Source: an optimization exercise on an open RTL-to-GDS flow (aim: small area, a short achievable clock period and few clock cycles). Production flows keep margins and buffers that such runs may drop.
Where RTL was checked, it was by simulation tests only, not by an equivalence proof against the original.
Power is estimated from default activity; no workload was simulated.

==> flow/design.v <==
module stuff_codec (
    input  wire         clk,
    input  wire         rst,
    input  wire         cfg_mode,         
    input  wire [4:0]   cfg_avoid_len,    
    input  wire [127:0] cfg_avoid,        
    input  wire [13:0]  cfg_crc_poly,
    input  wire [13:0]  cfg_crc_init,
    input  wire         in_valid,
    input  wire [7:0]   in_data,
    input  wire         in_last,
    output reg          in_ready,
    output reg          out_valid,
    output reg  [7:0]   out_data,
    input  wire         out_ready,
    output reg          done,
    output reg          done_err,
    output reg  [15:0]  done_count,
    output reg  [13:0]  done_crc
);
    wire       cfg_ok = (cfg_avoid_len >= 5'd2) && (cfg_avoid_len <= 5'd16);
    wire [3:0] nl     = cfg_avoid_len[3:0];
    function [7:1] crc_coef;
        input [13:0] p;
        integer dd, s;
        reg [7:0] c;
        begin
            c = 8'd1;
            for (dd = 1; dd < 8; dd = dd + 1) begin
                c[dd] = 1'b0;
                for (s = 1; s <= dd; s = s + 1)
                    c[dd] = c[dd] ^ (p[14-s] & c[dd-s]);
            end
            crc_coef = c[7:1];
        end
    endfunction
    reg        mode_r;
    reg        ok_r;
    reg  [7:0] esc_r;
    reg  [7:0] init_r;       
    reg  [7:1] coef_r;
    wire       stuff = ~mode_r;
    reg [13:0] d;           
    reg        mm;          
    reg        mm_last;     
    reg        in_first;    
    reg        a_v, a_last, a_first, a_esc, a_err;
    wire       a_drop = a_esc && mode_r;
    reg [7:0]  a_d;
    reg        b_v, b_end;
    reg [7:0]  b_d;
    reg [13:0] crc;
    reg [12:0] cnt;
    reg        err;
    reg [14:0] chain;
    reg        match_now;
    integer j;
    always @(*) begin
        match_now = 1'b0;
        for (j = 0; j < 15; j = j + 1) begin
            chain[j] = (in_data == cfg_avoid[8*j +: 8]) &&
                       (j == 0 ? 1'b1 : d[(j == 0) ? 0 : j-1]);
            if (nl == ((j + 2) & 15)) match_now = match_now | chain[j];
        end
    end
    reg [7:0] esc_byte;
    always @(*) begin
        esc_byte = cfg_avoid[127:120];
        for (j = 1; j < 15; j = j + 1)
            if (nl == j + 1) esc_byte = cfg_avoid[8*j +: 8];
    end
    wire b_go   = (b_v || b_end) && (!b_v || out_ready);
    wire b_free = !b_v || out_ready;
    wire a_go   = a_v && b_free;
    wire a_free = !a_v || b_free;
    wire ins_e  = mm && stuff;           
    always @(*) begin
        in_ready   = a_free && !ins_e;
        out_valid  = b_v;
        out_data   = b_d;
        done       = b_end && (!b_v || out_ready);
        done_err   = err;
        done_count = err ? 16'hFFFF : {3'b000, cnt};
        done_crc   = crc;
    end
    wire in_fire = in_valid && in_ready;
    reg [13:0] base, crc_next;
    reg  [7:0] h, t;
    integer k, q;
    always @(*) begin
        base = a_first ? {init_r, cfg_crc_init[5:0]} : crc;
        h    = base[13:6] ^ a_d;
        for (k = 0; k < 8; k = k + 1) begin
            t[k] = h[k];
            for (q = 1; q < 8; q = q + 1)
                if (k + q < 8) t[k] = t[k] ^ (coef_r[q] & h[k+q]);
        end
        for (k = 0; k < 14; k = k + 1) begin
            crc_next[k] = (k >= 8) ? base[k-8] : 1'b0;
            for (q = 0; q < 8; q = q + 1)
                if (q <= k) crc_next[k] = crc_next[k] ^ (t[q] & cfg_crc_poly[k-q]);
        end
    end
    always @(posedge clk) begin
        mode_r <= cfg_mode;
        ok_r   <= cfg_ok;
        esc_r  <= ~esc_byte;
        init_r <= cfg_crc_init[13:6];
        coef_r <= crc_coef(cfg_crc_poly);
        if (rst) begin
            d        <= 14'd0;
            mm       <= 1'b0;
            mm_last  <= 1'b0;
            in_first <= 1'b1;
            a_v      <= 1'b0;
            b_v      <= 1'b0;
            b_end    <= 1'b0;
        end else begin
            if (a_free) begin
                a_v <= 1'b0;
                if (ins_e) begin
                    a_v     <= 1'b1;
                    a_d     <= esc_r;
                    a_last  <= mm_last;
                    a_first <= 1'b0;
                    a_esc   <= 1'b1;
                    a_err   <= !ok_r;
                    mm      <= 1'b0;
                    d       <= 14'd0;
                end else if (in_fire) begin
                    a_v      <= 1'b1;
                    a_d      <= in_data;
                    a_last   <= in_last && !(stuff && match_now);
                    a_first  <= in_first;
                    a_esc    <= !stuff && mm;
                    a_err    <= !ok_r ||
                                (!stuff && mm && in_data != esc_r) ||
                                (!stuff && !mm && match_now && in_last);
                    in_first <= in_last;
                    if (mm) begin
                        mm <= 1'b0;
                        d  <= 14'd0;
                    end else begin
                        mm      <= match_now && (stuff || !in_last);
                        mm_last <= in_last;
                        d       <= in_last ? 14'd0 : chain[13:0];
                    end
                end
            end
            if (a_go) begin
                b_v   <= !a_drop;
                b_d   <= a_d;
                b_end <= a_last;
            end else if (b_go) begin
                b_v   <= 1'b0;
                b_end <= 1'b0;
            end
        end
        if (a_go) begin
            crc <= crc_next;
            cnt <= (a_first ? 13'd0 : cnt) + {12'd0, a_esc};
            err <= (a_first ? 1'b0 : err) | a_err;
        end
    end
endmodule
clock: 6.5 ns
lec_check: 0
cap_margin: 20
core_margin: 2
core_utilization: 60
place_density: 0.8
setup_slack_margin: 3.2
slew_margin: 20
standard.sh (not shown) runs the stock make flow with config.mk's settings and CLKGATE_MAP_FILE= SYNTH_SCRIPT=/design/flow/synth_recipe.tcl, a recipe that flattens the netlist after the stock synthesis.
==> flow/flow/run.sh <==
#!/bin/bash
# Layout flow: the standard ORFS flow, with the port buffers made as
# minimum-size buffers (timing repair upsizes those that need it) and the
# clock tree built without dummy balancing loads.
set -euo pipefail
cd "$(dirname "$0")/.."
export BUFFER_PORTS_ARGS="-buffer_cell sky130_fd_sc_hd__buf_1"
export CTS_ARGS="-sink_clustering_enable -repair_clock_nets -dont_use_dummy_load -buf_list {sky130_fd_sc_hd__clkbuf_4 sky130_fd_sc_hd__clkbuf_8}"
bash standard.sh > standard.log 2>&1
Edit:
Settings changed: CORE_UTILIZATION 60 to 75, PLACE_DENSITY 0.8 to not set.
The new run ran to the end with no violations.
Final area is lower slightly.
Power is higher by a few percent.
Clock-buffer cell count does not change.
First-iteration DRC count is higher by well over a third.
Sequential share of layout area is higher by 0.12 points.
Non-clock buffer count is lower by 3.
Worst setup slack is worse by 0.23 ns.
Edit:
Settings changed: CORE_UTILIZATION 75 to 60, SETUP_SLACK_MARGIN 3.2 to 3.3, TNS_END_PERCENT set to 20.
After rerunning:
- The new run finished clean
- final cell count climbs by 3.2%
- die area came out higher by 24%
- worst setup slack improves by 0.26 ns
- first-iteration DRC count falls by 47%
- cell area rose by 0.78%
- worst hold slack got worse by 0.028 ns
- routed wire length drops by 11%
Edit:
Settings changed: SETUP_SLACK_MARGIN 3.3 to 3.2, TNS_END_PERCENT 20 to not set.
Result: Via count came out lower by about 0.7%. Global-route usage barely changes. Core utilization went down by 0.58 points. Synthesized cell count does not change. Final area decreases by 0.81%. Clock power stays flat. Combinational power is about the same.
Edit:
Settings changed: TNS_END_PERCENT set to 0.
Setup slack got worse by 0.087 ns.
Count of clock-buffer cells in the layout does not change.
Cell area fell by 0.76%.
Non-clock buffer count drops by 1.
Maximum frequency shrinks by 2.6%.
Edit:
Settings changed: SETUP_SLACK_MARGIN 3.2 to 3.4, TNS_END_PERCENT 0 to not set.
After rerunning:
- final cell count came out higher by a few percent
- cell area came out higher by a little under a tenth
- worst setup slack improved by 0.16 ns
- global-route usage came out higher by 0.96 points
- critical path depth came out higher by 7
- combinational power came out higher by about a fifth
- die area stays the same
- clock skew stays flat
- worst hold slack improved by 0.0094 ns
- synthesized area does not change
- non-clock buffer count came out higher by 38
No run of this note included a check of the RTL's function; only the layout flow was run.

Another version of the RTL of stuff_codec (not shown whole).
Size: roughly 960 cells after synthesis, ~110 flip-flops, ~220 I/O pins.
## stuff_codec
module stuff_codec (
    input  wire         clk,
    input  wire         rst,
    input  wire         cfg_mode,         
    input  wire [4:0]   cfg_avoid_len,    
    input  wire [127:0] cfg_avoid,        
    input  wire [13:0]  cfg_crc_poly,
    input  wire [13:0]  cfg_crc_init,
    input  wire         in_valid,
    input  wire [7:0]   in_data,
    input  wire         in_last,
    output reg          in_ready,
    output reg          out_valid,
    output reg  [7:0]   out_data,
    input  wire         out_ready,
    output reg          done,
    output reg          done_err,
    output reg  [15:0]  done_count,
    output reg  [13:0]  done_crc
);
    wire       cfg_ok = (cfg_avoid_len >= 5'd2) && (cfg_avoid_len <= 5'd16);
    wire [3:0] nl     = cfg_avoid_len[3:0];
    function [7:1] crc_coef;
        input [13:0] p;
        integer dd, s;
        reg [7:0] c;
        begin
            c = 8'd1;
            for (dd = 1; dd < 8; dd = dd + 1) begin
                c[dd] = 1'b0;
                for (s = 1; s <= dd; s = s + 1)
                    c[dd] = c[dd] ^ (p[14-s] & c[dd-s]);
            end
            crc_coef = c[7:1];
        end
    endfunction
    reg        mode_r;
    reg        ok_r;
    reg  [7:0] esc_r;
    reg [13:0] poly_r, init_r;
    reg  [7:1] coef_r;
    wire       stuff = ~mode_r;
    reg [13:0] d;           
    reg        mm;          
  ...
make LEC_CHECK=0 CAP_MARGIN=20 CORE_MARGIN=2 CORE_UTILIZATION=40 SETUP_SLACK_MARGIN=2.5 SLEW_MARGIN=20 finish   # period 6.5 ns
run.sh (not shown) runs the stock make flow with config.mk's settings and CLKGATE_MAP_FILE= SYNTH_SCRIPT=/design/flow/synth_recipe.tcl, a recipe that flattens the netlist after the stock synthesis.
Stock flow here: none of the scripts above is used.
The first run went through all stages and came out clean.
Testbench counts at the start, summed over its fixed seeds: cycles 70,425.
Change:
--- a/flow/config.mk
+++ b/flow/config.mk
@@ -11 +11 @@
-export SETUP_SLACK_MARGIN = 2.5
+export SETUP_SLACK_MARGIN = 3.2
=> The changed run passed the timing, design-rule and antenna checks; cell area is higher by 1.9%; routed wire length went up by about 2%; combinational power came out higher by about 6%.
Change:
==> flow/flow/run.sh (new file) <==
#!/bin/bash
# Layout flow: the standard ORFS flow, with the port buffers made as
# minimum-size buffers (timing repair upsizes those that need it) and the
# clock tree built without dummy balancing loads.
set -euo pipefail
cd "$(dirname "$0")/.."
export BUFFER_PORTS_ARGS="-buffer_cell sky130_fd_sc_hd__buf_1"
export CTS_ARGS="-sink_clustering_enable -repair_clock_nets -dont_use_dummy_load -buf_list {sky130_fd_sc_hd__clkbuf_4 sky130_fd_sc_hd__clkbuf_8}"
bash standard.sh > standard.log 2>&1
==> flow/standard.sh (new file) <==
#!/bin/bash
# synth_recipe.tcl (not shown) runs the flow's synth.tcl, then flattens the netlist and writes it again
# the make line also repeats each setting of config.mk as NAME=value (left out here)
make -C /OpenROAD-flow-scripts/flow DESIGN_CONFIG=/design/flow/config.mk WORK_HOME=/design/flow/orfs CLKGATE_MAP_FILE= SYNTH_SCRIPT=/design/flow/synth_recipe.tcl "${@:-finish}"
removed: flow/run.sh
The changed run finished clean.
Design area decreases by roughly a tenth.
Maximum frequency increases slightly.
Non-clock buffer count rises by 8.

[port drivers added, routing unchanged]
How much do the figures lean on ideal ports? The routed layouts below were timed once more, with nothing changed but the port constraints. Step 1: set_driving_cell puts a clkbuf_16 on clk and a buf_2 on each other input, an assumption about the parent block. Step 2 also shifts input and output timing later by t, the mid clock arrival at the registers, as if the neighbouring blocks saw the same clock. Slacks: no drivers / after step 1 / after step 2; pairs: no drivers / after step 1.
run	t (ns)	setup WS [ns]	worst hold slack (ns)	clock arrival spread, ns
the first run of note 1	0.387	3.288 / 3.296 / 2.909	0.458 / 0.458 / 0.458	0.026 / 0.025
the second run of note 1	0.400	3.054 / 3.054 / 2.790	0.479 / 0.479 / 0.479	0.017 / 0.017
the third run of note 1	0.390	3.313 / 3.287 / 2.977	0.451 / 0.451 / 0.451	0.021 / 0.022
the fourth run of note 1	0.395	3.290 / 3.286 / 2.907	0.450 / 0.450 / 0.450	0.022 / 0.023
the fifth run of note 1	0.389	3.202 / 3.180 / 2.842	0.451 / 0.451 / 0.451	0.022 / 0.023
the sixth run of note 1	0.393	3.361 / 3.361 / 3.099	0.460 / 0.460 / 0.460	0.023 / 0.023
the first run of note 2	0.452	2.583 / 2.554 / 2.405	0.442 / 0.442 / 0.442	0.019 / 0.019
the second run of note 2	0.458	3.215 / 3.188 / 2.790	0.451 / 0.451 / 0.451	0.010 / 0.010
the third run of note 2	0.467	3.258 / 3.231 / 2.831	0.449 / 0.449 / 0.449	0.026 / 0.025
After both steps every run listed still meets setup and hold. For the third run of note 2, which loses most, drivers alone change the setup slack by -0.027 ns; drivers and shift together by -0.427 ns.
